Background: an optimization exercise with open tools, aiming at small area, a short achievable clock period and few clock cycles. Do not read the settings as production practice. At most, simulation tests tie the RTL to the original design; equivalence was not proved. Function not checked in runs 3 and 4: the RTL went through the layout flow alone. Power figures rest on the tool's default switching activity, not on a simulated workload.

==> design.v <==
module obd_rx (
    input  wire        clk,
    input  wire        rst,
    input  wire        start,
    input  wire [1:0]  proto,     
    input  wire [7:0]  pid,
    input  wire [7:0]  mode,
    input  wire [7:0]  cap,       
    input  wire [17:0] per,       
    output wire        idle,
    input  wire        e_valid,
    output wire        e_ready,
    input  wire [31:0] e_time,
    input  wire        e_end,     
    output reg         o_valid,
    output reg  [7:0]  o_data,
    output reg         done,
    output reg  [7:0]  status,
    output reg  [7:0]  count,     
    output reg  [6:0]  nbytes,    
    output reg         framing    
);
    localparam [7:0] ST_OK         = 8'h00;
    localparam [7:0] ST_NACK       = 8'h01;
    localparam [7:0] ST_ERR_TIMING = 8'h10;
    localparam [7:0] ST_ERR_SHORT  = 8'h11;
    localparam [7:0] ST_ERR_SID    = 8'h12;
    localparam [7:0] ST_ERR_PID    = 8'h13;
    localparam [7:0] ST_ERR_TRUNC  = 8'h14;
    localparam [7:0] ST_ERR_PROTO  = 8'h15;
    reg        busy;      
    reg        rx;        
    reg [1:0]  r_proto;
    reg [7:0]  r_pid;
    reg [7:0]  r_mode;
    reg [6:0]  r_cap;     
    reg [17:0] r_per;
    reg [19:0] m3;        
    reg [20:0] m5;        
    reg [20:0] m7;        
    reg [21:0] m9;        
    reg [21:0] h9;        
    reg        iv;        
    reg        ie;        
    reg [30:0] it;
    reg        dv;
    reg        de;
    reg        sel;       
    reg [23:0] eA;        
    reg [23:0] eB;
    reg [30:0] th9;       
    reg        act;       
    reg        stop;      
    reg [30:0] sh9;       
    reg [9:0]  samp;      
    reg        ps;        
    reg [7:0]  pb;        
    reg [2:0]  h;
    reg [2:0]  ds;        
    reg [2:0]  nmin;      
    reg        nack;
    reg        sid_ok;
    reg        pid_ok;
    reg [7:0]  hb;        
    reg [1:0]  tag;       
    reg        trunc;     
    reg [3:0]  lhi;       
    reg [6:0]  rem;       
    reg [6:0]  cnt;       
    assign idle    = ~busy;
    assign e_ready = rx;
    wire [30:0] e_a = it - sh9;
    wire [30:0] e_b = it - th9;
    wire        en  = sel ? eB[23] : eA[23];
    wire [22:0] el  = sel ? eB[22:0] : eA[22:0];
    function past;
        input [22:0] x;
        input [21:0] m;
        reg   [23:0] s;
        begin
            s    = {1'b0, x} + {2'b0, m};
            past = s[23];
        end
    endfunction
    wire [9:0] therm;
    assign therm[9] = ~en;
    assign therm[8] = ~en | past(el, {4'd0, r_per});
    assign therm[7] = ~en | past(el, {3'd0, r_per, 1'b0});
    assign therm[6] = ~en | past(el, {2'd0, m3});
    assign therm[5] = ~en | past(el, {2'd0, r_per, 2'b0});
    assign therm[4] = ~en | past(el, {1'd0, m5});
    assign therm[3] = ~en | past(el, {1'd0, m3, 1'b0});
    assign therm[2] = ~en | past(el, {1'd0, m7});
    assign therm[1] = ~en | past(el, {1'd0, r_per, 3'b0});
    assign therm[0] = ~en | past(el, m9);
    wire        newc     = dv & ~stop & (~act | therm[9]);
    wire        fin_edge = dv & act & ~stop & therm[9];
    wire        fin_end  = de & act & ~stop;
    wire        fin      = fin_edge | fin_end;
    wire        good     = ~samp[0] & samp[9];
    wire [6:0]  n1       = nbytes + 7'd1;
    wire        st_e  = fin_end & good;
    wire        st    = ps | st_e;
    wire [7:0]  b     = ps ? pb : samp[8:1];
    wire [6:0]  pi    = ps ? nbytes - 7'd1 : nbytes;    
    wire        is_m3     = (r_mode == 8'd3);
    wire        ok_so_far = (r_proto != 2'd0) & ~nack & sid_ok & (~(r_mode == 8'd1) | pid_ok);
    wire [7:0]  cb    = is_m3 ? b : hb;
    wire [6:0]  ci    = is_m3 ? pi : pi - 7'd1;
    wire        cv_ok = (is_m3 | (pi != 7'd0)) & ok_so_far;
    wire        at_ds = (ci == {4'd0, ds});
    wire [11:0] llen  = {lhi, cb};
    wire [6:0]  lim_s = ({3'd0, cb[3:0]} < r_cap) ? {3'd0, cb[3:0]} : r_cap;
    wire [6:0]  lim_l = (llen < {5'd0, r_cap}) ? llen[6:0] : r_cap;
    wire        p_short = at_ds & (cb[7:4] == 4'h0);
    wire        p_long  = at_ds & (cb[7:4] == 4'h1);
    wire        p_plain = at_ds & (cb[7:4] != 4'h0) & (cb[7:4] != 4'h1);
    wire        p_len   = ~at_ds & (tag == 2'd3);
    wire        p_emit  = p_plain ? (r_cap != 7'd0)
                        : (~at_ds & (tag == 2'd1 || tag == 2'd2) & (rem != 7'd0));
    wire        at_h    = st & (pi == {4'd0, h});
    wire        at_h1   = st & (pi == {4'd0, h} + 7'd1);
    wire        pv      = st & cv_ok;
    wire        nack_f  = at_h ? (b == 8'h7F) : nack;
    wire        sid_f   = at_h ? (b == r_mode + 8'h40) : sid_ok;
    wire        pid_f   = at_h1 ? (b == r_pid) : pid_ok;
    wire        trunc_f = pv ? (p_long | (trunc & ~p_len)) : trunc;
    wire [6:0]  nf      = st_e ? n1 : nbytes;
    wire [6:0]  cnt_f   = cnt + {6'd0, pv & p_emit};
    always @(posedge clk) begin
        iv      <= 1'b0;
        ie      <= 1'b0;
        dv      <= iv;
        de      <= ie;
        ps      <= fin_edge & good;
        o_valid <= pv & p_emit;
        done    <= de;
        if (rst) begin
            busy    <= 1'b0;
            rx      <= 1'b0;
            dv      <= 1'b0;
            de      <= 1'b0;
            ps      <= 1'b0;
            o_valid <= 1'b0;
            done    <= 1'b0;
        end else begin
            if (start & ~busy) begin
                busy <= 1'b1;
                rx   <= 1'b1;
            end
            if (rx & e_valid) begin
                iv <= ~e_end;
                ie <= e_end;
                if (e_end)
                    rx <= 1'b0;
            end
            if (de)
                busy <= 1'b0;
        end
    end
    always @(posedge clk) begin
        it      <= e_time[30:0];
        eA      <= {e_a[30], e_a[22:0]};
        eB      <= {e_b[30], e_b[22:0]};
        sel     <= newc;
        pb      <= samp[8:1];
        m3      <= {2'd0, r_per} + {1'd0, r_per, 1'b0};
        m5      <= {3'd0, r_per} + {1'd0, r_per, 2'b0};
        m7      <= {r_per, 3'b0} - {3'd0, r_per};
        m9      <= {4'd0, r_per} + {1'd0, r_per, 3'b0};
        h9      <= {4'd0, r_per} + {1'd0, r_per, 3'b0} + {5'd0, r_per[17:1]};
        if (iv)
            th9 <= it + {9'd0, h9};
        if (start & ~busy) begin
            r_proto <= proto;
            r_pid   <= pid;
            r_mode  <= mode;
            r_cap   <= (cap > 8'd64) ? 7'd64 : cap[6:0];
            r_per   <= per;
            nbytes  <= 7'd0;
            framing <= 1'b0;
            act     <= 1'b0;
            stop    <= 1'b0;
            nack    <= 1'b0;
            sid_ok  <= 1'b0;
            pid_ok  <= 1'b0;
            tag     <= 2'd0;
            trunc   <= 1'b0;
            cnt     <= 7'd0;
            rem     <= 7'd0;
            h       <= 3'd0;
            ds      <= 3'd7;
            nmin    <= 3'd0;
        end
        if (newc) begin
            sh9  <= th9;
            samp <= 10'd0;
            act  <= 1'b1;
        end else if (dv & ~stop) begin
            samp <= (samp & therm) | ({10{~samp[9]}} & ~therm);
        end
        if (fin) begin
            if (~good) begin
                framing <= 1'b1;
                stop    <= 1'b1;
            end else begin
                nbytes <= n1;
                if (n1 == 7'd64)
                    stop <= 1'b1;
            end
        end
        if (st) begin
            hb     <= b;
            nack   <= nack_f;
            sid_ok <= sid_f;
            pid_ok <= pid_f;
            if (pi == 7'd0) begin
                if (r_proto == 2'd1)
                    h <= 3'd3;
                else
                    h <= 3'd1 + (b[7] ? 3'd2 : 3'd0) + ((b[5:0] == 6'd0) ? 3'd1 : 3'd0);
            end
            if (pi == 7'd1) begin
                ds   <= h + 3'd1 + ((~is_m3 & ((r_pid != 8'd0) | (r_mode == 8'd1))) ? 3'd1 : 3'd0);
                nmin <= h + 3'd1 + (is_m3 ? 3'd0 : (r_pid == 8'd0) ? 3'd1 : 3'd2);
            end
        end
        if (pv) begin
            if (p_short) begin
                tag <= 2'd2;
                rem <= lim_s;
            end
            if (p_long) begin
                tag <= 2'd3;
                lhi <= cb[3:0];
            end
            if (p_plain) begin
                tag <= 2'd1;
                rem <= r_cap;
            end
            if (p_len) begin
                tag <= 2'd2;
                rem <= lim_l;
            end
            trunc <= trunc_f;
            if (p_emit) begin
                o_data <= cb;
                cnt    <= cnt_f;
                rem    <= (p_plain ? r_cap : rem) - 7'd1;
            end
        end
        if (de) begin
            count <= 8'hFF;
            if (r_proto == 2'd0)
                status <= ST_ERR_PROTO;
            else if (nf < 7'd3)
                status <= ST_ERR_TIMING;
            else if (nf < {4'd0, nmin})
                status <= ST_ERR_SHORT;
            else if (nack_f) begin
                status <= ST_NACK;
                count  <= 8'd0;
            end else if (~sid_f)
                status <= ST_ERR_SID;
            else if (r_mode == 8'd1 && ~pid_f)
                status <= ST_ERR_PID;
            else if (trunc_f)
                status <= ST_ERR_TRUNC;
            else begin
                status <= ST_OK;
                count  <= {1'b0, cnt_f};
            end
        end
    end
endmodule
==> run.sh <==
#!/bin/bash
# synth_recipe.tcl (not shown) runs the flow's synth.tcl, then flattens the netlist and writes it again
# the make line also repeats each setting of config.mk as NAME=value (left out here)
make -C /OpenROAD-flow-scripts/flow DESIGN_CONFIG=/design/flow/config.mk WORK_HOME=/design/flow/orfs CLKGATE_MAP_FILE= SYNTH_SCRIPT=/design/flow/synth_recipe.tcl finish
==> config.mk <==
export PLATFORM = sky130hd
export DESIGN_NAME = obd_rx
export DESIGN_NICKNAME = obd_rx
export VERILOG_FILES = /design/flow/design.v
export SDC_FILE = /design/flow/constraint.sdc
export NUM_CORES = 4
export LEC_CHECK = 0
export ABC_AREA = 1
export CAP_MARGIN = 20
export CORE_MARGIN = 2
export CORE_UTILIZATION = 40
export SETUP_SLACK_MARGIN = 5
export SLEW_MARGIN = 20
==> constraint.sdc <==
create_clock -name core_clock -period 10.0 [get_ports {clk}]
set_input_delay 2.0000 -clock core_clock [delete_from_list [all_inputs] [get_ports {clk}]]
set_output_delay 2.0000 -clock core_clock [all_outputs]
set_load 0.01 [all_outputs]
==> metrics.md, run 1 <==
| Metric | Value |
|---|---|
| Status | `no timing/DRC/antenna violations` |
| WP data required | `10.49 ns` |
| Worst setup path startpoint | `r_per[1]` |
| Initial antenna violation count | `0` |
| Drt total wl | `58100 um` |
| Worst R2R End | `h9[21]` |
| Hold buffers post-CTS | `0` |
| Clock latency (worst-skew pair) | `0.60 ns` |
| CTS tree | `built` |
| Static Leak | `12.3 nW` |
| Final setup fails | `0` |
| Wire per inst | `16.0 um` |
| R2R Path Start | `r_per[1]` |
| RSZ-0062 raised after global routing | `false` |
| Largest net degree at the start of global routing | `53` |
| PwrDens | `178 mW/mm^2` |
| Clock period minus worst slack | `4.63 ns` |
| Drc violations | `0` |
| Worst setup SP type | `register` |
| Post-Syn Area per Cell | `8.84 um^2` |
| Global Route Usage Sum | `a little under a fifth` |
| Detailed placement HPWL | `44700 um` |
| Reg2Reg Setup Slack | `5.37 ns` |
| Routability cong. | `~0.84` |
| Synth Flop Type | `dfxtp_1` |
| Worst-margin pin slew | `between 0.9 and 1 ns` |
| Cell row count | `89` |
| Sequential share of the synthesized area | `between 30% and 40%` |
| Clock Pin Slew Worst Setup and Hold Paths | `roughly 0.060 ns` |
| Die Y | `~250 um` |
| Vias in the first global route | `18422` |
| Yosys cell types | `slightly below 70` |
| Via Count | `18747` |
| Yosys warns | `1` |
| Port Buffers | `approximately 110` |
| Drt initial violations | `1035` |
| Post-synth EDFFs | `between 100 and 150` |
| Cell with the most instances after synthesis | `nand2_1` |
| Diode count | `0` |
| Area growth syn-to-layout | `15.9%` |
| Top cells by count, synth | `nand2_1 (447), ha_1 (352), inv_1 (306)` |
| Drt pass-1 iters | `7` |
| Post-Synthesis Cell Area | `~0.024 mm^2` |
| MaxCap Viol Count | `0` |
| Post-DRT Antenna Nets | `0` |
| Starting Density | `40.2%` |
| Wl on met1 | `roughly 26000 um` |
| Crit Path Class | `register to register` |
| Setup crit end | `h9[21]` |
| Net count, final | `3270` |
| Final hold viol count | `0` |
| Yosys top cell area share | `20.4%` |
| Met2 WL | `28300 um` |
| Clock skew | `0.0320 ns` |
| Via density | `5.15` |
| Worst Path Max Fanout | `12` |
| Hold Crit Class | `register to register` |
| Root buffer cell | `clkbuf_16` |
| Fin Setup TNS | `0 ns` |
| CTS Buffer Depth | `3` |
| Cell taking the most area after synthesis | `dfxtp_1` |
| WHS | `0.355 ns` |
| Largest cells by area after synthesis | `dfxtp_1 (20%), ha_1 (19%), edfxtp_1 (18%)` |
| Fill count | `around 5600` |
| WP data arrival | `5.12 ns` |
| Layout cells sized above 1 | `under 10%` |
| Wire length on met3 | `~2200 um` |
| Num CTS Buffers | `45` |
| Clk sink count | `380` |
| Max-slew violation count | `0` |
| Worst Reg-to-Reg Cells | `20` |
| First-pass GRT wire length | `between 90000 and 100000 um` |
| Fmax | `216 MHz` |
| Uppermost layer routed | `met4` |
| FFs w/ async S/R, synth | `0%` |
| Core Box Area | `0.0587 mm^2` |
| Die area | `0.0610 mm^2` |
| H-tree Lvls | `2` |
| Top Ports | `117` |
| Syn Inst Count | `between 2000 and 3000` |
| Tightest slew margin relative to the limit | `38.1%` |
| Critical Path Sink Type | `register` |
| Seq cells post-synth | `380` |
| Die Wd | `247 um` |
| Final period utilization | `46.3%` |
| Worst vdd ir | `0.000126 V` |
| Total grt overflow | `0` |
-- critical path: stages (launching register included) --
cell      delay, ns
edfxtp_1       0.63
ha_1           0.45
inv_1          0.09
nand3_1        0.09
nand2_1        0.09
nand2_1        0.06
nand2_1        0.07
a21oi_1        0.08
o21ai_0        0.48
nand2_1        0.11
a31oi_1        0.25
nand2_1        0.12
a31oi_1        0.19
xor2_1         0.12
ha_1           0.36
nand2_1        0.10
nor2_1         0.23
nand4_1        0.12
o221ai_1       0.44
nand3_1        0.20
o31ai_1        0.27
-- through the flow --
step	area [um^2]	util [%]	cells	total power (W)	setup slack, ns
floorplan	23600	-	2673	0.00281	5.62
global placement	25600	43.7	3543	0.00313	5.02
detailed placement	25600	43.7	3543	0.00317	4.98
CTS	27200	46.4	3627	0.00493	5.09
global route	27400	46.6	3640	0.00518	5.01
finish	27400	46.6	3640	0.00488	5.37
-- layer usage --
metal	vias to the layer above	GRT usage (%)
met5	-	0
met4	0	6.47
met3	96	2.37
met2	373	34.2
met1	8707	23.7
li1	9571	-
-- timing repair --
item | in CTS | in global routing
setup endpoints to repair | 1 | 11
resized for setup | 1 | 3
pin swaps | 0 | 0
setup buffers | 0 | 13
gates cloned | 0 | 0
-- how the worst min path moves through the flow --
stage | to | depth (start not counted) | slack (ns) | startpoint
2_1_floorplan | pb[1] | 0 | 0.33 | register
3_3_place_gp | pb[7] | 0 | 0.33 | register
3_5_place_dp | pb[7] | 0 | 0.34 | register
4_1_cts | pb[1] | 0 | 0.36 | register
5_1_grt | pb[1] | 0 | 0.36 | register
6_report | pb[1] | 0 | 0.35 | register
-- sequential cells by signal, summed over array words and instances, names as in the netlist, 8 cells and up, named ones only --
name	count
it	31
sh9	31
th9	31
eA	24
eB	24
h9	22
m9	22
m5	19
m7	19
r_per	18
m3	16
hb	8
o_data	8
pb	8
r_mode	8
r_pid	8
-- where the power goes --
group / internal [W] / total [W] / switching, W
Combinational: 0.000505 / 0.00125 / 0.000745
Clock: 0.00103 / 0.00172 / 0.000687
Sequential: 0.00181 / 0.00191 / 0.000104
-- layout by cell type, fill, tap and decap left out, types with 7 or more instances in the layout --
cell type and n:
a211oi_1 13, a21boi_0 10, a21o_1 12, a21oi_1 248, a31oi_1 11, buf_4 24, clkbuf_1 7, clkbuf_16 47
clkbuf_8 8, clkdlybuf4s50_1 111, clkinv_2 8, dfxtp_1 238, edfxtp_1 140, fa_1 7, ha_1 352, inv_1 305
mux2_2 16, nand2_1 446, nand2_2 12, nand3_1 119, nand3b_1 8, nand4_1 54, nor2_1 134, nor2_2 10
nor3_1 33, nor4_1 12, o211ai_1 23, o21a_1 13, o21ai_0 121, o21ai_1 11, o21bai_1 12, o221ai_1 10
o22ai_1 7, o31ai_1 10, xnor2_1 50, xor2_1 136
-- cell type report --
| cell class | count | area, um^2 | share of cell area (%) |
|---|---|---|---|
| inverter | 313 | 1180 | 4.31 |
| sequential | 380 | 9010 | 32.9 |
| clock buffer | 62 | 1310 | 4.80 |
| clock inverter | 22 | 260 | 0.951 |
| timing repair buffer | 138 | 1350 | 4.94 |
| tap | 773 | 967 | 3.53 |
| multi-input combinational | 1952 | 13300 | 48.5 |
-- logic make-up after synthesis --
| kind of cell | after synthesis | synth area share (%) |
|---|---|---|
| and+or+nand+nor | 851 | 15.9 |
| xor gates and xnor gates | 186 | 6.90 |
| buffers and inverters | 341 | 5.68 |
| AOI/OAI and AO/OA | 532 | 13.0 |
| muxes | 20 | 0.986 |
| other | 1 | 0.0159 |
| adders and majority gates | 359 | 19.3 |
| DFF | 380 | 38.2 |
Testbench counts, summed over its fixed seeds: cycles 18,436.
==> run 2, diff against run 1 <==
==> flow/run.sh (new file) <==
#!/bin/bash
# Standard layout, with timing repair aiming below the clock period.
export SETUP_SLACK_MARGIN=6.5
bash standard.sh > standard.log 2>&1
==> standard.sh (new file) <==
#!/bin/bash
# synth_recipe.tcl (not shown) runs the flow's synth.tcl, then flattens the netlist and writes it again
# the make line also repeats each setting of config.mk as NAME=value (left out here)
make -C /OpenROAD-flow-scripts/flow DESIGN_CONFIG=/design/flow/config.mk WORK_HOME=/design/flow/orfs CLKGATE_MAP_FILE= SYNTH_SCRIPT=/design/flow/synth_recipe.tcl "${@:-finish}"
--- a/config.mk
+++ b/config.mk
@@ -9,5 +9,4 @@
 export CAP_MARGIN = 20
 export CORE_MARGIN = 2
 export CORE_UTILIZATION = 40
-export SETUP_SLACK_MARGIN = 5
 export SLEW_MARGIN = 20
removed: run.sh
==> run 2 against run 1 <==
  * Still clean
  * Synthesized cell count unchanged
  * Cell count increased by 1.5%
  * Sequential share of layout area down 1.0 points
  * Clock power barely moved
  * Count of clock-buffer cells in the layout fell by 6
  * Final area up 3.5%
  * Synthesized area stayed put
  * Combinational power grew 6%
  * Critical path depth stayed put
  * Clock skew fell by 0.023 ns
  * Register-to-register slack better by 1.1 ns
  * Largest cell class unchanged
==> metrics.md, run 2 <==
| Metric | Value |
|---|---|
| Status | `no timing/DRC/antenna violations (unchanged)` |
| Drt pass-1 iters | `5 (was 7)` |
| Clock Pin Slew Worst Setup and Hold Paths | `0.06 ns (about the same)` |
| Clock period minus worst slack | `3.52 ns (was 4.63 ns)` |
| Layout cells sized above 1 | `10.8% (was 6.31%)` |
| Hold path cells | `0 (unchanged)` |
| Vias in the first global route | `18588 (was 18422)` |
| Detailed placement HPWL | `44500 um (was 44700 um)` |
| Initial antenna violation count | `0 (unchanged)` |
| Worst Reg-to-Reg Cells | `20 (unchanged)` |
| Routability cong. | `0.851 (was 0.843)` |
| Worst setup SP type | `register (unchanged)` |
| CTS Buffer Depth | `3 (unchanged)` |
| GRT Max-Usage Layer | `met2 (unchanged)` |
| Seq cells post-synth | `380 (unchanged)` |
| Drc violations | `0 (unchanged)` |
| Hold Path Sink | `pb[7] (was pb[1])` |
| WP data required | `10.45 ns (was 10.49 ns)` |
| Global Route Usage Sum | `19.8% (was 19.1%)` |
| Die area | `0.0610 mm^2 (unchanged)` |
| Final setup margin | `6.48 ns (was 5.37 ns)` |
| Largest family of logic cells by synthesized area | `adder cells (unchanged)` |
| Top cells by count, synth | `nand2_1 (447), ha_1 (352), inv_1 (306) (unchanged)` |
| Fraction of synthesized area in multiplexers | `0.986% (unchanged)` |
| Syn Inst Count | `2670 (unchanged)` |
| First-pass GRT wire length | `96600 um (was 94000 um)` |
| Cell with the most instances after synthesis | `nand2_1 (unchanged)` |
| Fill count | `5516 (was 5552)` |
| Most frequent cells in the layout | `nand2_1 (434), ha_1 (340), inv_1 (293) (was nand2_1 (446), ha_1 (352), inv_1 (305))` |
| Commonest non-fill, non-tap cell in the layout | `nand2_1 (unchanged)` |
| Fmax | `284 MHz (was 216 MHz)` |
| Post-Synthesis Cell Area | `0.0236 mm^2 (unchanged)` |
| Area growth syn-to-layout | `20.0% (was 15.9%)` |
| CTS tree | `built (unchanged)` |
| WHS | `0.350 ns (was 0.355 ns)` |
| Yosys cell types | `68 (unchanged)` |
| GRT met1 Usage | `24.0% (was 23.7%)` |
| Clock latency (worst-skew pair) | `0.58 ns (was 0.60 ns)` |
| Clock skew | `0.00885 ns (was 0.0320 ns)` |
| RSZ-0062 raised after global routing | `true (was false)` |
| Synth Flop Type | `dfxtp_1 (unchanged)` |
| Post-Syn Area per Cell | `8.84 um^2 (unchanged)` |
| R2R Path Start | `r_per[3] (was r_per[1])` |
| Port Buffers | `111 (unchanged)` |
| Reg2Reg Setup Slack | `6.48 ns (was 5.37 ns)` |
| Clk sink count | `380 (unchanged)` |
| Drt total wl | `60600 um (was 58100 um)` |
| Cell row count | `89 (unchanged)` |
| Worst R2R End | `h9[17] (was h9[21])` |
| Synth Area in Adders | `19.3% (unchanged)` |
| Post-synthesis compound-gate area fraction | `13.0% (unchanged)` |
| Crit Path Class | `register to register (unchanged)` |
| Cell taking the most area after synthesis | `dfxtp_1 (unchanged)` |
| Worst-margin pin slew | `0.998 ns (was 0.919 ns)` |
| Post-DRT Antenna Nets | `0 (unchanged)` |
| Num CTS Buffers | `45 (unchanged)` |
| Diode count | `0 (unchanged)` |
| Post-synth EDFFs | `140 (unchanged)` |
| Largest registers | `it: 31 flops, sh9: 31 flops, th9: 31 flops (unchanged)` |
| FFs w/ async S/R, synth | `0% (unchanged)` |
| Via density | `5.16 (was 5.15)` |
| M3 GR Usage | `2.96% (was 2.37%)` |
| Grt met2 use | `35.9% (was 34.2%)` |
| Post-synthesis xor/xnor area fraction | `6.90% (unchanged)` |
| Largest net degree at the start of global routing | `36 (was 53)` |
| Top Ports | `117 (unchanged)` |
| Starting Density | `40.2% (unchanged)` |
| Static Leak | `12.8 nW (was 12.3 nW)` |
| Max-slew violation count | `0 (unchanged)` |
| Die Y | `247 um (unchanged)` |
| Fin Setup TNS | `0 ns (unchanged)` |
| Die Wd | `247 um (unchanged)` |
| WP data arrival | `3.97 ns (was 5.12 ns)` |
| Drt initial violations | `1173 (was 1035)` |
| Simple-gate share of the synthesized area | `15.9% (unchanged)` |
| Wire per inst | `16.4 um (was 16.0 um)` |
| PwrDens | `176 mW/mm^2 (was 178 mW/mm^2)` |
| Yosys warns | `1 (unchanged)` |
| Overall Power | `0.00498 W (was 0.00488 W)` |
| MaxCap Viol Count | `0 (unchanged)` |
| Worst Path Max Fanout | `5 (was 12)` |
| Yosys top cell area share | `20.4% (unchanged)` |
| Hold Crit Class | `register to register (unchanged)` |
| Pre-CTS WS | `5.08 ns (was 4.98 ns)` |
| Total grt overflow | `0 (unchanged)` |
| Sequential share of the synthesized area | `38.2% (unchanged)` |
| Root buffer cell | `clkbuf_16 (unchanged)` |
| Tightest slew margin relative to the limit | `32.8% (was 38.1%)` |
| H-tree Lvls | `2 (unchanged)` |
| Final setup fails | `0 (unchanged)` |
| Worst vdd ir | `0.000120 V (was 0.000126 V)` |
| Net count, final | `3327 (was 3270)` |
| Final hold viol count | `0 (unchanged)` |
| Final period utilization | `35.2% (was 46.3%)` |
| Critical Path Sink Type | `register (unchanged)` |
| Core Box Area | `0.0587 mm^2 (unchanged)` |
| Via Count | `19089 (was 18747)` |
| Largest cells by area after synthesis | `dfxtp_1 (20%), ha_1 (19%), edfxtp_1 (18%) (unchanged)` |
-- run 2: cell counts after synthesis --
No cell type changed its count.
-- run 2: worst max-delay path by stage --
stage | startpoint | endpoint | slack [ns] | cells past startpoint
5_1_grt | r_per[5] | h9[19] | 6.30 | 21
6_report | r_per[3] | h9[17] | 6.48 | 20
3_5_place_dp | start | rem[0] | 5.08 | 13
2_1_floorplan | start | nack | 6.42 | 6
4_1_cts | nbytes[0] | count[6] | 6.39 | 24
3_3_place_gp | start | rem[0] | 5.11 | 13
-- run 2: repair_timing --
action | 4_1_cts | 5_1_grt
hold buffers | 0 | 0
resized for setup | 85 | 74
endpoints found under the setup margin | 77 | 50
pin swaps | 24 | 32
setup buffers | 44 | 24
gates cloned | 1 | 1
-- run 2: power breakdown --
group	switching, W	internal [W]	leakage (nW)
registers	0.000103	0.00181	3.29
logic	0.000774	0.000543	8.73
clock network	0.000688	0.00107	0.782
-- run 2: cell families (layout without fill, tap and decap cells) --
logic type	after synthesis	count (layout)
AO/OA/AOI/OAI	532	532
buffers and inverters	341	590
adder cells (fa/ha/maj)	359	359
multiplexers	20	20
flip-flops	380	380
AND/OR/NAND/NOR	851	852
other	1	4
XOR/XNOR	186	186
-- run 2: through the flow --
step                instance area, um^2  cells  utilization (%)
finish                            28300   3696             48.2
global route                      28300   3696             48.2
global placement                  25700   3543             43.8
CTS                               27900   3671             47.5
floorplan                         23700   2673                -
detailed placement                25700   3543             43.8
-- run 2: layer usage --
layer | vias to the layer above | wire (um) | share of wire, %
li1 | 9690 | - | -
met5 | - | 0 | 0
met2 | 410 | 30200 | 50
met3 | 101 | 2690 | 4.4
met1 | 8888 | 26100 | 43
met4 | 0 | 1630 | 2.7
-- run 2: cell type report --
cell class | count | area [um^2] | share of cell area [%]
clock buffers | 56 | 1240 | 4.38
clock inverters | 27 | 338 | 1.19
inverters | 313 | 1220 | 4.30
multi-input cells | 1953 | 13700 | 48.4
flip-flops and latches | 380 | 9030 | 31.9
well taps | 773 | 967 | 3.42
repair buffers | 194 | 1820 | 6.43
-- run 2: worst max-delay path, stage by stage (launching register included) --
cell	delay (ns)
edfxtp_1	0.49
buf_6	0.18
ha_4	0.26
inv_4	0.09
nand2_2	0.06
nand2_2	0.06
a21oi_2	0.06
o21ai_2	0.19
nand2_2	0.08
a31oi_4	0.21
nand2_2	0.11
a31oi_4	0.19
xor2_1	0.20
ha_1	0.30
nand2_2	0.12
nor2_4	0.06
buf_4	0.14
a21oi_4	0.15
o221ai_4	0.14
buf_4	0.16
xor2_1	0.14
==> run 3, diff against run 2 <==
--- a/design.v
+++ b/design.v
@@ -40,9 +40,6 @@
     reg [20:0] m7;        
     reg [21:0] m9;        
     reg [21:0] h9;        
-    reg        iv;        
-    reg        ie;        
-    reg [30:0] it;
     reg        dv;
     reg        de;
     reg        sel;       
@@ -56,7 +53,9 @@
     reg        ps;        
     reg [7:0]  pb;        
     reg [2:0]  h;
-    reg [2:0]  ds;        
+    reg [6:0]  pn;        
+    reg        st0;       
+    reg [3:0]  dsx;       
     reg [2:0]  nmin;      
     reg        nack;
     reg        sid_ok;
@@ -69,8 +68,9 @@
     reg [6:0]  cnt;       
     assign idle    = ~busy;
     assign e_ready = rx;
-    wire [30:0] e_a = it - sh9;
-    wire [30:0] e_b = it - th9;
+    wire        take = rx & e_valid;
+    wire [30:0] e_a  = e_time[30:0] - sh9;
+    wire [30:0] e_b  = e_time[30:0] - th9;
     wire        en  = sel ? eB[23] : eA[23];
     wire [22:0] el  = sel ? eB[22:0] : eA[22:0];
     function past;
@@ -102,13 +102,12 @@
     wire        st_e  = fin_end & good;
     wire        st    = ps | st_e;
     wire [7:0]  b     = ps ? pb : samp[8:1];
-    wire [6:0]  pi    = ps ? nbytes - 7'd1 : nbytes;    
+    wire [6:0]  pi    = pn;                             
     wire        is_m3     = (r_mode == 8'd3);
     wire        ok_so_far = (r_proto != 2'd0) & ~nack & sid_ok & (~(r_mode == 8'd1) | pid_ok);
     wire [7:0]  cb    = is_m3 ? b : hb;
-    wire [6:0]  ci    = is_m3 ? pi : pi - 7'd1;
     wire        cv_ok = (is_m3 | (pi != 7'd0)) & ok_so_far;
-    wire        at_ds = (ci == {4'd0, ds});
+    wire        at_ds = (pi == {3'd0, dsx});
     wire [11:0] llen  = {lhi, cb};
     wire [6:0]  lim_s = ({3'd0, cb[3:0]} < r_cap) ? {3'd0, cb[3:0]} : r_cap;
     wire [6:0]  lim_l = (llen < {5'd0, r_cap}) ? llen[6:0] : r_cap;
@@ -128,10 +127,8 @@
     wire [6:0]  nf      = st_e ? n1 : nbytes;
     wire [6:0]  cnt_f   = cnt + {6'd0, pv & p_emit};
     always @(posedge clk) begin
-        iv      <= 1'b0;
-        ie      <= 1'b0;
-        dv      <= iv;
-        de      <= ie;
+        dv      <= take & ~e_end;
+        de      <= take & e_end;
         ps      <= fin_edge & good;
         o_valid <= pv & p_emit;
         done    <= de;
@@ -148,18 +145,13 @@
                 busy <= 1'b1;
                 rx   <= 1'b1;
             end
-            if (rx & e_valid) begin
-                iv <= ~e_end;
-                ie <= e_end;
-                if (e_end)
-                    rx <= 1'b0;
-            end
+            if (take & e_end)
+                rx <= 1'b0;
             if (de)
                 busy <= 1'b0;
         end
     end
     always @(posedge clk) begin
-        it      <= e_time[30:0];
         eA      <= {e_a[30], e_a[22:0]};
         eB      <= {e_b[30], e_b[22:0]};
         sel     <= newc;
@@ -168,15 +160,19 @@
         m5      <= {3'd0, r_per} + {1'd0, r_per, 2'b0};
         m7      <= {r_per, 3'b0} - {3'd0, r_per};
         m9      <= {4'd0, r_per} + {1'd0, r_per, 3'b0};
-        h9      <= {4'd0, r_per} + {1'd0, r_per, 3'b0} + {5'd0, r_per[17:1]};
-        if (iv)
-            th9 <= it + {9'd0, h9};
+        if (take)
+            th9 <= e_time[30:0] + {9'd0, h9};
+        st0 <= start & ~busy;
         if (start & ~busy) begin
             r_proto <= proto;
             r_pid   <= pid;
             r_mode  <= mode;
             r_cap   <= (cap > 8'd64) ? 7'd64 : cap[6:0];
             r_per   <= per;
+            h9      <= {4'd0, per} + {1'd0, per, 3'b0} + {5'd0, per[17:1]};
+        end
+        if (st0) begin
+            pn      <= 7'd0;
             nbytes  <= 7'd0;
             framing <= 1'b0;
             act     <= 1'b0;
@@ -189,7 +185,7 @@
             cnt     <= 7'd0;
             rem     <= 7'd0;
             h       <= 3'd0;
-            ds      <= 3'd7;
+            dsx     <= 4'd15;
             nmin    <= 3'd0;
         end
         if (newc) begin
@@ -210,6 +206,7 @@
             end
         end
         if (st) begin
+            pn     <= pn + 7'd1;
             hb     <= b;
             nack   <= nack_f;
             sid_ok <= sid_f;
@@ -221,7 +218,7 @@
                     h <= 3'd1 + (b[7] ? 3'd2 : 3'd0) + ((b[5:0] == 6'd0) ? 3'd1 : 3'd0);
             end
             if (pi == 7'd1) begin
-                ds   <= h + 3'd1 + ((~is_m3 & ((r_pid != 8'd0) | (r_mode == 8'd1))) ? 3'd1 : 3'd0);
+                dsx  <= {1'b0, h} + (is_m3 ? 4'd1 : ((r_pid != 8'd0) | (r_mode == 8'd1)) ? 4'd3 : 4'd2);
                 nmin <= h + 3'd1 + (is_m3 ? 3'd0 : (r_pid == 8'd0) ? 3'd1 : 3'd2);
             end
         end
==> run 3 against run 2 <==
  * Critical endpoint is now h9[19]
  * Still clean on timing, DRC and antenna
  * First-iteration DRC count shrank 12%
  * Synthesized area increased by 3.2%
  * Sequential share of layout area fell by 1.9 points
  * Utilization up 0.91 points
  * Count of clock-buffer cells in the layout rose by 5
  * Sequential power fell by 4%
  * Final area grew 4.6%
  * Combinational power is 13% higher
  * Critical path depth decreased by 9
  * Flip-flop and latch count fell by 21
  * Register-to-register slack gained 0.23 ns
  * Highest routed layer unchanged
  * Largest power group unchanged
==> metrics.md, run 3 <==
| Metric | Value |
|---|---|
| Detailed placement HPWL | `51000 um (was 44500 um)` |
| Yosys warns | `1 (unchanged)` |
| Sw Ratio | `32.8% (was 31.4%)` |
| Port Buffers | `111 (unchanged)` |
| Worst Path Max Fanout | `4 (was 5)` |
| Worst Reg-to-Reg Cells | `15 (was 20)` |
| Root buffer cell | `clkbuf_16 (unchanged)` |
| MaxCap Viol Count | `0 (unchanged)` |
| WP data arrival | `4.13 ns (was 3.97 ns)` |
| Worst path max stage delay | `0.58 ns (was 0.49 ns)` |
| Total grt overflow | `0 (unchanged)` |
| Post-DRT Antenna Nets | `0 (unchanged)` |
| Area growth syn-to-layout | `21.6% (was 20.0%)` |
| Sequential share of the synthesized area | `36.5% (was 38.2%)` |
| Static Leak | `13.0 nW (was 12.8 nW)` |
| Largest registers | `sh9: 31 flops, th9: 31 flops (was it: 31 flops, sh9: 31 flops, th9: 31 flops)` |
| Bufs and invs on worst path | `1 (was 4)` |
| Register area | `0.00888 mm^2 (was 0.00903 mm^2)` |
| Max-slew violation count | `0 (unchanged)` |
| Drt total wl | `67700 um (was 60600 um)` |
| CP Depth | `11 (was 20)` |
| WP data required | `10.30 ns (was 10.45 ns)` |
| Largest cells by area after synthesis | `edfxtp_1 (21%), ha_1 (18%), dfxtp_1 (16%) (was dfxtp_1 (20%), ha_1 (19%), edfxtp_1 (18%))` |
| Hold buffers post-CTS | `0 (unchanged)` |
| Tightest slew margin relative to the limit | `35.0% (was 32.8%)` |
| Synth Flop Type | `dfxtp_1 (unchanged)` |
| CP cell instances | `buf_12, fa_1, ha_4, a21oi_2, o21a_1, nand2_2, a21boi_4, o21ai_2, a21boi_2, o21ai_2, xor2_2 (was buf_6, ha_4, inv_4, nand2_2, nand2_2, a21oi_2, o21ai_2, nand2_2, a31oi_4, nand2_2, a31oi_4, xor2_1, ha_1, nand2_2, nor2_4, buf_4, a21oi_4, o221ai_4, buf_4, xor2_1)` |
| Syn Inst Count | `2795 (was 2670)` |
| Cell with the most instances after synthesis | `nand2_1 (unchanged)` |
| Setup crit end | `h9[19] (was h9[17])` |
| Yosys top cell area share | `20.8% (was 20.4%)` |
| Top Ports | `117 (unchanged)` |
| Fin area | `0.0296 mm^2 (was 0.0283 mm^2)` |
| Routability cong. | `0.883 (was 0.851)` |
| Vias in the first global route | `19905 (was 18588)` |
| Psw | `0.00159 W (was 0.00157 W)` |
| Initial antenna violation count | `0 (unchanged)` |
| Reg2Reg Setup Slack | `6.71 ns (was 6.48 ns)` |
| Worst R2R End | `m9[15] (was h9[17])` |
| Final hold viol count | `0 (unchanged)` |
| Via Count | `20173 (was 19089)` |
| RSZ-0062 raised after global routing | `true (unchanged)` |
| Via density | `5.28 (was 5.16)` |
| Clock latency (worst-skew pair) | `0.57 ns (was 0.58 ns)` |
| Top cells by count, synth | `nand2_1 (484), ha_1 (359), inv_1 (314) (was nand2_1 (447), ha_1 (352), inv_1 (306))` |
| Die Wd | `251 um (was 247 um)` |
| Largest net degree at the start of global routing | `42 (was 36)` |
| Drc violations | `0 (unchanged)` |
| Global Route Usage Sum | `21.1% (was 19.8%)` |
| Clock skew | `0.0246 ns (was 0.00885 ns)` |
| Fin Setup TNS | `0 ns (unchanged)` |
| Clock network power share | `31.2% (was 35.2%)` |
| Hold Crit Class | `register to register (unchanged)` |
| Critical Path Sink Type | `register (unchanged)` |
| Worst setup SP type | `primary input (was register)` |
| Wire per inst | `17.7 um (was 16.4 um)` |
| PwrDens | `163 mW/mm^2 (was 176 mW/mm^2)` |
| Worst setup path startpoint | `per[8] (was r_per[3])` |
| Die area | `0.0629 mm^2 (was 0.0610 mm^2)` |
| Crit Path Class | `primary input to register (was register to register)` |
| Fill count | `5525 (was 5516)` |
| FFs w/ async S/R, synth | `0% (unchanged)` |
| Delay-heaviest family, CP | `compound AO/OA/AOI/OAI gates (unchanged)` |
| Slowest CP cell | `fa_1 (was edfxtp_1)` |
| Layout cells sized above 1 | `13.8% (was 10.8%)` |
| Fmax | `261 MHz (was 284 MHz)` |
| Worst vdd ir | `0.000104 V (was 0.000120 V)` |
| H-tree Lvls | `2 (unchanged)` |
| Status | `no timing/DRC/antenna violations (unchanged)` |
| Clk sink count | `359 (was 380)` |
| Drt pass-1 iters | `5 (unchanged)` |
| Post-Syn Area per Cell | `8.71 um^2 (was 8.84 um^2)` |
| R2R Path Start | `r_per[3] (unchanged)` |
| DP Area | `0.0269 mm^2 (was 0.0257 mm^2)` |
| Cell row count | `90 (was 89)` |
| Num CTS Buffers | `42 (was 45)` |
| Power share of the combinational group | `30.8% (was 26.4%)` |
| CTS tree | `built (unchanged)` |
| Yosys cell types | `66 (was 68)` |
| Overall Power | `0.00484 W (was 0.00498 W)` |
| Die Y | `251 um (was 247 um)` |
| Final period utilization | `38.3% (was 35.2%)` |
| First-pass GRT wire length | `107000 um (was 96600 um)` |
| Net count, final | `3470 (was 3327)` |
| CTS Buffer Depth | `3 (unchanged)` |
| Clock period minus worst slack | `3.83 ns (was 3.52 ns)` |
| Diode count | `0 (unchanged)` |
| Commonest non-fill, non-tap cell in the layout | `nand2_1 (unchanged)` |
| Seq pwr share | `38.0% (was 38.4%)` |
| Crit path top cell by count | `o21ai_2 (was nand2_2)` |
| Int Pwr | `0.00325 W (was 0.00342 W)` |
| Clock Pin Slew Worst Setup and Hold Paths | `0.06 ns (about the same)` |
| Hold path cells | `0 (unchanged)` |
| Most frequent cells in the layout | `nand2_1 (466), inv_1 (309), ha_1 (307) (was nand2_1 (434), ha_1 (340), inv_1 (293))` |
| Starting Density | `40.4% (was 40.2%)` |
| Final setup fails | `0 (unchanged)` |
| Seq cells post-synth | `359 (was 380)` |
| Cell taking the most area after synthesis | `edfxtp_1 (was dfxtp_1)` |
| Post-synth EDFFs | `169 (was 140)` |
| Drt initial violations | `1032 (was 1173)` |
| Worst-margin pin slew | `0.964 ns (was 0.998 ns)` |
| Core Box Area | `0.0602 mm^2 (was 0.0587 mm^2)` |
| Post-Synthesis Cell Area | `0.0244 mm^2 (was 0.0236 mm^2)` |
| Multi-input logic area | `0.0154 mm^2 (was 0.0137 mm^2)` |
[run 3: changes by cell type in the layout (fill, tap and decap cells not counted), sizes merged, moves of 28 or more]
cell / before / now
dfxtp: 240 / 190
nand2: 460 / 492
clkdlybuf4s50: 90 / 59
buf: 82 / 111
edfxtp: 140 / 169
nor2: 149 / 177
[run 3: worst reg2reg max path: cells and delay by family, from the launching register on]
kind                       cells  cell delay [ns]
DFF                            1             0.75
buffers and inverters          1             0.07
AOI/OAI and AO/OA              4             0.81
and+or+nand+nor                7             0.72
adders and majority gates      2             0.68
xor gates and xnor gates       1             0.19
[run 3: power by group through the flow]
stage	Clock [W]	Sequential [W]	Combinational (W)
6_report	0.00151	0.00184	0.00149
5_1_grt	0.00161	0.00186	0.00167
4_1_cts	0.00155	0.00184	0.00140
3_5_place_dp	0	0.00187	0.00130
3_3_place_gp	0	0.00186	0.00127
2_1_floorplan	0	0.00183	0.000948
[run 3: worst min-delay path by stage]
stage / slack (ns) / from / to
after global placement: 0.33 / register / pb[7]
after detailed placement: 0.34 / register / pb[7]
after global routing: 0.37 / register / pb[7]
final: 0.35 / register / pb[7]
after CTS: 0.35 / register / pb[7]
after floorplan: 0.33 / register / pb[7]
[run 3: through the flow]
| stage | hold slack, ns | utilization [%] | std cells | worst slack, ns |
|---|---|---|---|---|
| 3_3_place_gp | 0.331 | 44.7 | 3674 | 4.92 |
| 3_5_place_dp | 0.339 | 44.7 | 3674 | 4.88 |
| 5_1_grt | 0.368 | 49.2 | 3821 | 6.12 |
| 2_1_floorplan | 0.331 | - | 2798 | 5.92 |
| 4_1_cts | 0.352 | 48.1 | 3788 | 6.27 |
| 6_report | 0.350 | 49.2 | 3821 | 6.17 |
[run 3: layout make-up]
type                            instances  area share (%)
Clock buffer                           61            4.06
Clock inverter                         15           0.452
Inverter                              328            4.25
Multi-Input combinational cell       2083            52.1
Sequential cell                       359            30.0
Tap cell                              782            3.30
Timing Repair Buffer                  193            5.83
[run 3: repair_timing]
item / in CTS / in global routing
cloned: 0 / 1
hold endpoints to repair: 0 / 0
setup buffers: 38 / 32
pin swaps: 64 / 64
endpoints found under the setup margin: 143 / 91
resized for setup: 257 / 121
[run 3: logic make-up after synthesis]
group / count (synthesis) / synth area share, %
compound gates: 527 / 12.3
xor+xnor: 189 / 6.80
fa+ha+maj: 382 / 20.3
buf+inv: 357 / 5.72
flops: 359 / 36.5
mux: 18 / 0.822
other cells: 1 / 0.0154
simple gates: 962 / 17.6
[run 3: metal layers]
layer	vias up	global-route usage, %	routed length [um]
met4	0	6.86	1980
li1	10109	-	-
met1	9537	27.4	30300
met2	411	36.7	32700
met3	116	2.56	2720
met5	-	0	0
==> run 4, diff against run 3 <==
==> flow/run.sh (replaced) <==
#!/bin/bash
# Standard layout, with timing repair aiming below the clock period.
export SETUP_SLACK_MARGIN=7.0
bash standard.sh > standard.log 2>&1
==> run 4 against run 3 <==
  * Count of clock-buffer cells in the layout grew 1
  * Die area is the same
  * Final area grew 9.4%
  * Flip-flop and latch count is the same
  * Clock power grew 8%
  * Combinational power grew 17%
  * Largest cell class unchanged
  * Largest power group unchanged
==> metrics.md, run 4 <==
| Metric | Value |
|---|---|
| H-tree Lvls | `2 (unchanged)` |
| Fraction of synthesized area in multiplexers | `0.822% (unchanged)` |
| Largest registers | `sh9: 31 flops, th9: 31 flops (unchanged)` |
| Synth Area in Adders | `20.3% (unchanged)` |
| Reg2Reg Setup Slack | `6.94 ns (was 6.71 ns)` |
| Net count, final | `3614 (was 3470)` |
| Final setup fails | `0 (unchanged)` |
| Seq cells post-synth | `359 (unchanged)` |
| Fmax | `265 MHz (was 261 MHz)` |
| Delay-heaviest family, CP | `adder cells (was compound AO/OA/AOI/OAI gates)` |
| Cell with the most instances after synthesis | `nand2_1 (unchanged)` |
| Layout cells sized above 1 | `24.8% (was 13.8%)` |
| Worst R2R End | `count[6] (was m9[15])` |
| Total grt overflow | `0 (unchanged)` |
| Diode count | `0 (unchanged)` |
| Drt pass-1 iters | `6 (was 5)` |
| Num CTS Buffers | `43 (was 42)` |
| Pre-CTS WS | `4.93 ns (was 4.88 ns)` |
| Drt total wl | `71900 um (was 67700 um)` |
| Vias in the first global route | `21153 (was 19905)` |
| Largest net degree at the start of global routing | `42 (unchanged)` |
| Overall Power | `0.00521 W (was 0.00484 W)` |
| Post-synthesis xor/xnor area fraction | `6.80% (unchanged)` |
| Sequential share of the synthesized area | `36.5% (unchanged)` |
| PwrDens | `161 mW/mm^2 (was 163 mW/mm^2)` |
| Global Route Usage Sum | `22.3% (was 21.1%)` |
| Area growth syn-to-layout | `33.1% (was 21.6%)` |
| Static Leak | `14.2 nW (was 13.0 nW)` |
| Post-Synthesis Cell Area | `0.0244 mm^2 (unchanged)` |
| Worst vdd ir | `0.000125 V (was 0.000104 V)` |
| Hold Crit Class | `register to register (unchanged)` |
| Cell row count | `90 (unchanged)` |
| Largest family of logic cells by synthesized area | `adder cells (unchanged)` |
| First-pass GRT wire length | `112000 um (was 107000 um)` |
| Post-synthesis compound-gate area fraction | `12.3% (unchanged)` |
| Tightest slew margin relative to the limit | `54.1% (was 35.0%)` |
| CTS Buffer Depth | `3 (unchanged)` |
| Die Y | `251 um (unchanged)` |
| Final period utilization | `37.7% (was 38.3%)` |
| Post-synth EDFFs | `169 (unchanged)` |
| WP data required | `10.36 ns (was 10.30 ns)` |
| Largest cells by area after synthesis | `edfxtp_1 (21%), ha_1 (18%), dfxtp_1 (16%) (unchanged)` |
| MaxCap Viol Count | `0 (unchanged)` |
| Slowest CP cell | `fa_1 (unchanged)` |
| Routability cong. | `0.900 (was 0.883)` |
| Clock latency (worst-skew pair) | `0.59 ns (was 0.57 ns)` |
| Fin Setup TNS | `0 ns (unchanged)` |
| Core Box Area | `0.0602 mm^2 (unchanged)` |
| Top Ports | `117 (unchanged)` |
| Commonest non-fill, non-tap cell in the layout | `nand2_1 (unchanged)` |
| Via density | `5.31 (was 5.28)` |
| Most frequent cells in the layout | `nand2_1 (436), inv_1 (299), ha_1 (276) (was nand2_1 (466), inv_1 (309), ha_1 (307))` |
| Wire per inst | `18.1 um (was 17.7 um)` |
| Worst path max stage delay | `0.52 ns (was 0.58 ns)` |
| R2R Path Start | `r_mode[6] (was r_per[3])` |
| Root buffer cell | `clkbuf_16 (unchanged)` |
| Die Wd | `251 um (unchanged)` |
| Post-Syn Area per Cell | `8.71 um^2 (unchanged)` |
| Starting Density | `40.4% (unchanged)` |
| Port Buffers | `111 (unchanged)` |
| FFs w/ async S/R, synth | `0% (unchanged)` |
| Yosys top cell area share | `20.8% (unchanged)` |
| Worst Path Max Fanout | `4 (unchanged)` |
| Top cells by count, synth | `nand2_1 (484), ha_1 (359), inv_1 (314) (unchanged)` |
| Post-DRT Antenna Nets | `0 (unchanged)` |
| Clock skew | `0.0265 ns (was 0.0246 ns)` |
| Worst setup SP type | `primary input (unchanged)` |
| WP data arrival | `4.13 ns (about the same)` |
| CP cell instances | `buf_6, fa_1, ha_4, nand2_2, inv_2, nand3_4, nor3_4, nand4_1, nand3_2, buf_4, xor2_1 (was buf_12, fa_1, ha_4, a21oi_2, o21a_1, nand2_2, a21boi_4, o21ai_2, a21boi_2, o21ai_2, xor2_2)` |
| Fin util | `53.8% (was 49.2%)` |
| Setup crit end | `h9[18] (was h9[19])` |
| Status | `no timing/DRC/antenna violations (unchanged)` |
| Bufs and invs on worst path | `3 (was 1)` |
| Fin area | `0.0324 mm^2 (was 0.0296 mm^2)` |
| Worst setup path startpoint | `per[10] (was per[8])` |
| Synth Flop Type | `dfxtp_1 (unchanged)` |
| Worst-margin pin slew | `0.689 ns (was 0.964 ns)` |
| RSZ-0062 raised after global routing | `true (unchanged)` |
| CP Depth | `11 (unchanged)` |
| CTS tree | `built (unchanged)` |
| Yosys cell types | `66 (unchanged)` |
| Clk sink count | `359 (unchanged)` |
| Final setup margin | `6.23 ns (was 6.17 ns)` |
| Via Count | `21069 (was 20173)` |
| Drc violations | `0 (unchanged)` |
| Yosys warns | `1 (unchanged)` |
| Crit Path Class | `primary input to register (unchanged)` |
| Critical Path Sink Type | `register (unchanged)` |
| Syn Inst Count | `2795 (unchanged)` |
| DP Area | `0.0275 mm^2 (was 0.0269 mm^2)` |
| Simple-gate share of the synthesized area | `17.6% (unchanged)` |
| Clock period minus worst slack | `3.77 ns (was 3.83 ns)` |
| Cell taking the most area after synthesis | `edfxtp_1 (unchanged)` |
| Initial antenna violation count | `0 (unchanged)` |
| Drt initial violations | `1182 (was 1032)` |
| Die area | `0.0629 mm^2 (unchanged)` |
| Worst Reg-to-Reg Cells | `24 (was 15)` |
| Final hold viol count | `0 (unchanged)` |
| Max-slew violation count | `0 (unchanged)` |
| Detailed placement HPWL | `51500 um (was 51000 um)` |
| Clock Pin Slew Worst Setup and Hold Paths | `0.07 ns (was 0.06 ns)` |
[run 4: cell counts after synthesis]
No cell type changed its count.
[run 4: layout make-up]
class,instances,area [um^2]
clock buffer,62,1250
clock inverter,18,218
tap,782,978
sequential,359,8910
timing repair inverter,1,7.51
fill,5347,27800
timing repair buffer,334,3020
multi-input combinational,2084,16700
inverter,328,1280
[run 4: worst min path at each step]
stage / cells past startpoint / endpoint / from / slack [ns]
2_1_floorplan: 0 / pb[7] / register / 0.33
3_3_place_gp: 0 / pb[7] / register / 0.33
3_5_place_dp: 0 / pb[7] / register / 0.36
4_1_cts: 0 / pb[7] / register / 0.36
5_1_grt: 0 / pb[7] / register / 0.37
6_report: 0 / pb[7] / register / 0.36
[run 4: metrics by stage]
| stage | std cells | hold slack [ns] |
|---|---|---|
| 4_1_cts | 3889 | 0.364 |
| 2_1_floorplan | 2798 | 0.331 |
| 3_5_place_dp | 3669 | 0.356 |
| 6_report | 3968 | 0.360 |
| 5_1_grt | 3968 | 0.374 |
| 3_3_place_gp | 3669 | 0.333 |
[run 4: logic make-up (layout without fill, tap and decap cells)]
group	Yosys count	after routing
compound gates	527	527
xor+xnor	189	189
buf+inv	357	743
other cells	1	4
simple gates	962	964
mux	18	18
flops	359	359
fa+ha+maj	382	382
[run 4: report_power, final]
group          total [W]  switching (W)  internal (W)  leakage [nW]
combinational    0.00175       0.000970      0.000779          10.3
sequential       0.00183      0.0000952       0.00173          3.15
clock            0.00163       0.000655      0.000980         0.721
[run 4: metal layers]
layer,GRT usage (%),vias up,share of wire (%)
met4,8.90,0,3.9
met3,2.60,152,4.2
met1,28.1,10044,43
met5,0,-,0
li1,-,10383,-
met2,39.0,490,49
[run 4: timing repair]
action                     in CTS  in global routing
cloned                          2                  1
hold buffers                    0                  0
pin swaps                     177                130
gates resized for setup       629                172
buffers inserted              138                 78
setup endpoints to repair     257                163
[run 4: worst register-to-register path, cell delays in order, from the launching register on]
cell and delay, ns:
edfxtp_1 0.39, inv_1 0.07, ha_2 0.16, nand2_2 0.06, nor2_4 0.12, nand2_4 0.10, buf_6 0.14, nand2_4 0.06
nand2_4 0.08, nand3_4 0.12, nand2_8 0.06, clkinv_4 0.05, o21ai_4 0.05, nand2_2 0.11, clkinv_4 0.08, nor2_8 0.13
ha_4 0.16, ha_4 0.13, nand3_2 0.07, nand3b_1 0.20, xnor2_1 0.15, inv_1 0.08, nand4_1 0.09, nand2_1 0.07
nand2_1 0.06
==> run 5, diff against run 4 <==
--- a/design.v
+++ b/design.v
@@ -141,10 +141,10 @@
             o_valid <= 1'b0;
             done    <= 1'b0;
         end else begin
-            if (start & ~busy) begin
+            if (start & ~busy)
                 busy <= 1'b1;
+            if (st0)
                 rx   <= 1'b1;
-            end
             if (take & e_end)
                 rx <= 1'b0;
             if (de)
@@ -160,6 +160,7 @@
         m5      <= {3'd0, r_per} + {1'd0, r_per, 2'b0};
         m7      <= {r_per, 3'b0} - {3'd0, r_per};
         m9      <= {4'd0, r_per} + {1'd0, r_per, 3'b0};
+        h9      <= {4'd0, r_per} + {1'd0, r_per, 3'b0} + {5'd0, r_per[17:1]};
         if (take)
             th9 <= e_time[30:0] + {9'd0, h9};
         st0 <= start & ~busy;
@@ -169,7 +170,6 @@
             r_mode  <= mode;
             r_cap   <= (cap > 8'd64) ? 7'd64 : cap[6:0];
             r_per   <= per;
-            h9      <= {4'd0, per} + {1'd0, per, 3'b0} + {5'd0, per[17:1]};
         end
         if (st0) begin
             pn      <= 7'd0;
==> flow/run.sh (replaced) <==
#!/bin/bash
# Standard layout, with timing repair aiming below the clock period.
export SETUP_SLACK_MARGIN=6.5
bash standard.sh > standard.log 2>&1
==> run 5 against run 4 <==
  * Synthesized area fell by 3.1%
  * Utilization shrank 5.0 points
  * Worst hold slack got worse by 0.010 ns
  * Die area decreased by 3.0%
  * Via count down 6.0%
  * Critical path type unchanged
  * Largest cell class unchanged
==> metrics.md, run 5 <==
| Metric | Value |
|---|---|
| Status | `no timing/DRC/antenna violations (unchanged)` |
| Post-Syn Area per Cell | `8.52 um^2 (was 8.71 um^2)` |
| Worst Reg-to-Reg Cells | `20 (was 24)` |
| PwrDens | `185 mW/mm^2 (was 161 mW/mm^2)` |
| Fin area | `0.0286 mm^2 (was 0.0324 mm^2)` |
| Post-synthesis xor/xnor area fraction | `6.94% (was 6.80%)` |
| Fin Setup TNS | `0 ns (unchanged)` |
| Cell row count | `89 (was 90)` |
| Layout cells sized above 1 | `12.4% (was 24.8%)` |
| Area growth syn-to-layout | `21.3% (was 33.1%)` |
| Tightest slew margin relative to the limit | `34.6% (was 54.1%)` |
| Fraction of synthesized area in multiplexers | `0.758% (was 0.822%)` |
| Wire per inst | `17.3 um (was 18.1 um)` |
| Synth Flop Type | `dfxtp_1 (unchanged)` |
| CTS Buffer Depth | `3 (unchanged)` |
| Synth Area in Adders | `19.3% (was 20.3%)` |
| Static Leak | `12.7 nW (was 14.2 nW)` |
| Port Buffers | `111 (unchanged)` |
| Top cells by count, synth | `nand2_1 (486), ha_1 (351), inv_1 (317) (was nand2_1 (484), ha_1 (359), inv_1 (314))` |
| Yosys top cell area share | `18.7% (was 20.8%)` |
| Seq cells post-synth | `356 (was 359)` |
| MaxCap Viol Count | `0 (unchanged)` |
| Reg2Reg Setup Slack | `6.64 ns (was 6.94 ns)` |
| Diode count | `0 (unchanged)` |
| Yosys cell types | `67 (was 66)` |
| Clock skew | `0.0223 ns (was 0.0265 ns)` |
| Total grt overflow | `0 (unchanged)` |
| Die Y | `247 um (was 251 um)` |
| Largest registers | `sh9: 31 flops, th9: 31 flops (unchanged)` |
| Top Ports | `117 (unchanged)` |
| Final hold viol count | `0 (unchanged)` |
| Global Route Usage Sum | `21.4% (was 22.3%)` |
| Fill count | `5520 (was 5347)` |
| Via density | `5.23 (was 5.31)` |
| Overall Power | `0.00530 W (was 0.00521 W)` |
| Post-synth EDFFs | `147 (was 169)` |
| H-tree Lvls | `2 (unchanged)` |
| Cell with the most instances after synthesis | `nand2_1 (unchanged)` |
| Syn Inst Count | `2773 (was 2795)` |
| Post-DRT Antenna Nets | `0 (unchanged)` |
| Clock latency (worst-skew pair) | `0.58 ns (was 0.59 ns)` |
| Post-synthesis compound-gate area fraction | `13.0% (was 12.3%)` |
| Drt total wl | `65500 um (was 71900 um)` |
| GRT Max-Usage Layer | `met2 (unchanged)` |
| Fmax | `282 MHz (was 265 MHz)` |
| Core Box Area | `0.0587 mm^2 (was 0.0602 mm^2)` |
| Final period utilization | `35.5% (was 37.7%)` |
| Largest net degree at the start of global routing | `45 (was 42)` |
| Multi-input logic area | `0.0147 mm^2 (was 0.0167 mm^2)` |
| Worst Path Max Fanout | `5 (was 4)` |
| Routability cong. | `0.909 (was 0.900)` |
| Root buffer cell | `clkbuf_16 (unchanged)` |
| M3 GR Usage | `2.82% (was 2.60%)` |
| Hold Crit Class | `register to register (unchanged)` |
| Critical Path Sink Type | `register (unchanged)` |
| CTS tree | `built (unchanged)` |
| Yosys warns | `1 (unchanged)` |
| Sequential share of the synthesized area | `36.4% (was 36.5%)` |
| Net count, final | `3418 (was 3614)` |
| Worst setup SP type | `primary input (unchanged)` |
| Final setup fails | `0 (unchanged)` |
| Largest family of logic cells by synthesized area | `adder cells (unchanged)` |
| Simple-gate share of the synthesized area | `17.7% (was 17.6%)` |
| Hold Path Sink | `pb[7] (unchanged)` |
| Largest cells by area after synthesis | `edfxtp_1 (19%), ha_1 (19%), dfxtp_1 (18%) (was edfxtp_1 (21%), ha_1 (18%), dfxtp_1 (16%))` |
| Vias in the first global route | `19392 (was 21153)` |
| RSZ-0062 raised after global routing | `true (unchanged)` |
| Max-slew violation count | `0 (unchanged)` |
| Die area | `0.0610 mm^2 (was 0.0629 mm^2)` |
| Drt pass-1 iters | `5 (was 6)` |
| Post-Synthesis Cell Area | `0.0236 mm^2 (was 0.0244 mm^2)` |
| Worst-margin pin slew | `0.975 ns (was 0.689 ns)` |
| R2R Path Start | `r_mode[6] (unchanged)` |
| Drc violations | `0 (unchanged)` |
| Initial antenna violation count | `0 (unchanged)` |
| Starting Density | `40.2% (was 40.4%)` |
| Drt initial violations | `1112 (was 1182)` |
| Cell taking the most area after synthesis | `edfxtp_1 (unchanged)` |
| Commonest non-fill, non-tap cell in the layout | `nand2_1 (unchanged)` |
| Clock Pin Slew Worst Setup and Hold Paths | `0.06 ns (was 0.07 ns)` |
| Clk sink count | `356 (was 359)` |
| Worst vdd ir | `0.000142 V (was 0.000125 V)` |
| Via Count | `19795 (was 21069)` |
| WP data required | `10.46 ns (was 10.36 ns)` |
| Die Wd | `247 um (was 251 um)` |
| Clock period minus worst slack | `3.55 ns (was 3.77 ns)` |
| WP data arrival | `4.00 ns (was 4.13 ns)` |
| Most frequent cells in the layout | `nand2_1 (465), ha_1 (310), inv_1 (308) (was nand2_1 (436), inv_1 (299), ha_1 (276))` |
| Crit Path Class | `primary input to register (unchanged)` |
| Num CTS Buffers | `42 (was 43)` |
| Worst R2R End | `count[6] (unchanged)` |
| GRT met1 Usage | `26.4% (was 28.1%)` |
| Register area | `0.00861 mm^2 (was 0.00891 mm^2)` |
| Hold path cells | `0 (unchanged)` |
| Grt met2 use | `38.0% (was 39.0%)` |
| DP Area | `0.0259 mm^2 (was 0.0275 mm^2)` |
| First-pass GRT wire length | `103000 um (was 112000 um)` |
| Detailed placement HPWL | `49100 um (was 51500 um)` |
| FFs w/ async S/R, synth | `0% (unchanged)` |
-- run 5: cell types whose count changed after synthesis, moves of 4 or more --
cell	previous run	this run
o211ai_1	11	16
nand4_1	67	55
o21ai_1	13	5
dfxtp_1	190	209
clkbuf_1	10	14
a21oi_1	257	269
o21ai_0	128	139
a31oi_1	11	16
ha_1	359	351
fa_1	23	8
buf_2	9	5
edfxtp_1	169	147
-- run 5: critical path: stages --
cell and delay [ns]:
dlygate4sd2_1 0.31, ha_1 0.40, nand2_1 0.19, nor4_4 0.27
nand4_1 0.21, nand3_1 0.23, a21oi_1 0.10, nor2_1 0.10
nor2_1 0.06, xnor2_1 0.12
-- run 5: worst max path at each step --
stage,startpoint,endpoint,slack (ns),cells past startpoint
CTS,samp[9],count[6],6.34,17
global placement,e_time[2],th9[29],5.12,12
detailed placement,e_time[2],th9[29],5.13,12
global route,act,count[6],6.35,17
finish,e_time[11],eB[21],6.45,10
floorplan,e_time[0],th9[16],6.33,9
-- run 5: kinds of logic (layout without fill, tap and decap cells) --
| family | after synthesis | in the layout |
|---|---|---|
| buf+inv | 357 | 593 |
| flops | 356 | 356 |
| compound gates | 543 | 543 |
| mux | 16 | 16 |
| simple gates | 954 | 954 |
| other cells | 1 | 4 |
| fa+ha+maj | 359 | 359 |
| xor+xnor | 187 | 187 |
-- run 5: stage by stage --
step / utilization [%] / setup WS (ns) / std cells / hold slack, ns
CTS: 47.9 / 6.34 / 3757 / 0.357
floorplan: - / 6.33 / 2776 / 0.331
finish: 48.8 / 6.45 / 3785 / 0.350
detailed placement: 44.1 / 5.13 / 3643 / 0.336
global placement: 44.1 / 5.12 / 3643 / 0.333
global route: 48.8 / 6.35 / 3785 / 0.359
-- run 5: power breakdown --
part	internal [W]	switching, W	total [W]
Clock	0.000998	0.000640	0.00164
Sequential	0.00176	0.000126	0.00188
Combinational	0.000741	0.00104	0.00178
-- run 5: final cells by class --
cell class              count  share of cell area, %
clock buffers              65                   4.63
clock inverters            13                  0.598
inverters                 327                   4.40
multi-input cells        2063                   51.1
flip-flops and latches    356                   30.0
repair buffers            188                   5.80
well taps                 773                   3.38
-- run 5: per-layer routing --
layer  vias up  wire length, um
met5         -                0
met4         0             2100
met3       107             2360
met2       365            32200
met1      9331            28700
li1       9992                -
-- run 5: repair_timing --
action                                  in CTS  in global routing
pin swaps                                   24                 40
hold endpoints to repair                     0                  0
endpoints found under the setup margin      94                 63
hold buffers                                 0                  0
gates resized for setup                    135                119
buffers inserted                            36                 28
Testbench counts of run 5, summed over its fixed seeds: cycles 18,436.

## afterwards: timing with drivers on the ports
The results above use ideal ports. As a check the final layouts listed here were re-extracted and re-timed, cells and wires unchanged.
Step 1 (the two cells are an assumption about what drives the block):
set clk [get_ports {clk}]
set_driving_cell -lib_cell sky130_fd_sc_hd__clkbuf_16 $clk
set_driving_cell -lib_cell sky130_fd_sc_hd__buf_2 [delete_from_list [all_inputs] $clk]
Step 2 times the ports against the registers' clock, not the clock port: input delays grow and output delays shrink by t, the midpoint of the rising clock arrivals with the driver on.
Three values: no drivers, after step 1, after step 2; two values: the first two.
run | t, ns | slack for setup (ns) | worst setup path at the end | clock arrival spread, ns | worst register clock-pin slew, ns
run 1 | 0.643 | 5.370 / 5.370 / 5.041 | input to register | 0.033 / 0.033 | 0.07 / 0.07
run 2 | 0.636 | 6.480 / 6.480 / 6.121 | input to register | 0.010 / 0.010 | 0.06 / 0.06
run 3 | 0.622 | 6.166 / 6.177 / 5.555 | input to register | 0.026 / 0.026 | 0.06 / 0.06
run 4 | 0.639 | 6.226 / 6.258 / 5.618 | input to register | 0.027 / 0.027 | 0.07 / 0.07
run 5 | 0.629 | 6.454 / 6.496 / 5.867 | input to register | 0.023 / 0.023 | 0.06 / 0.06
After both steps every run listed still meets setup and hold. The setup slack of run 3, which loses most, moves by +0.011 ns with the drivers and by -0.611 ns with both steps.
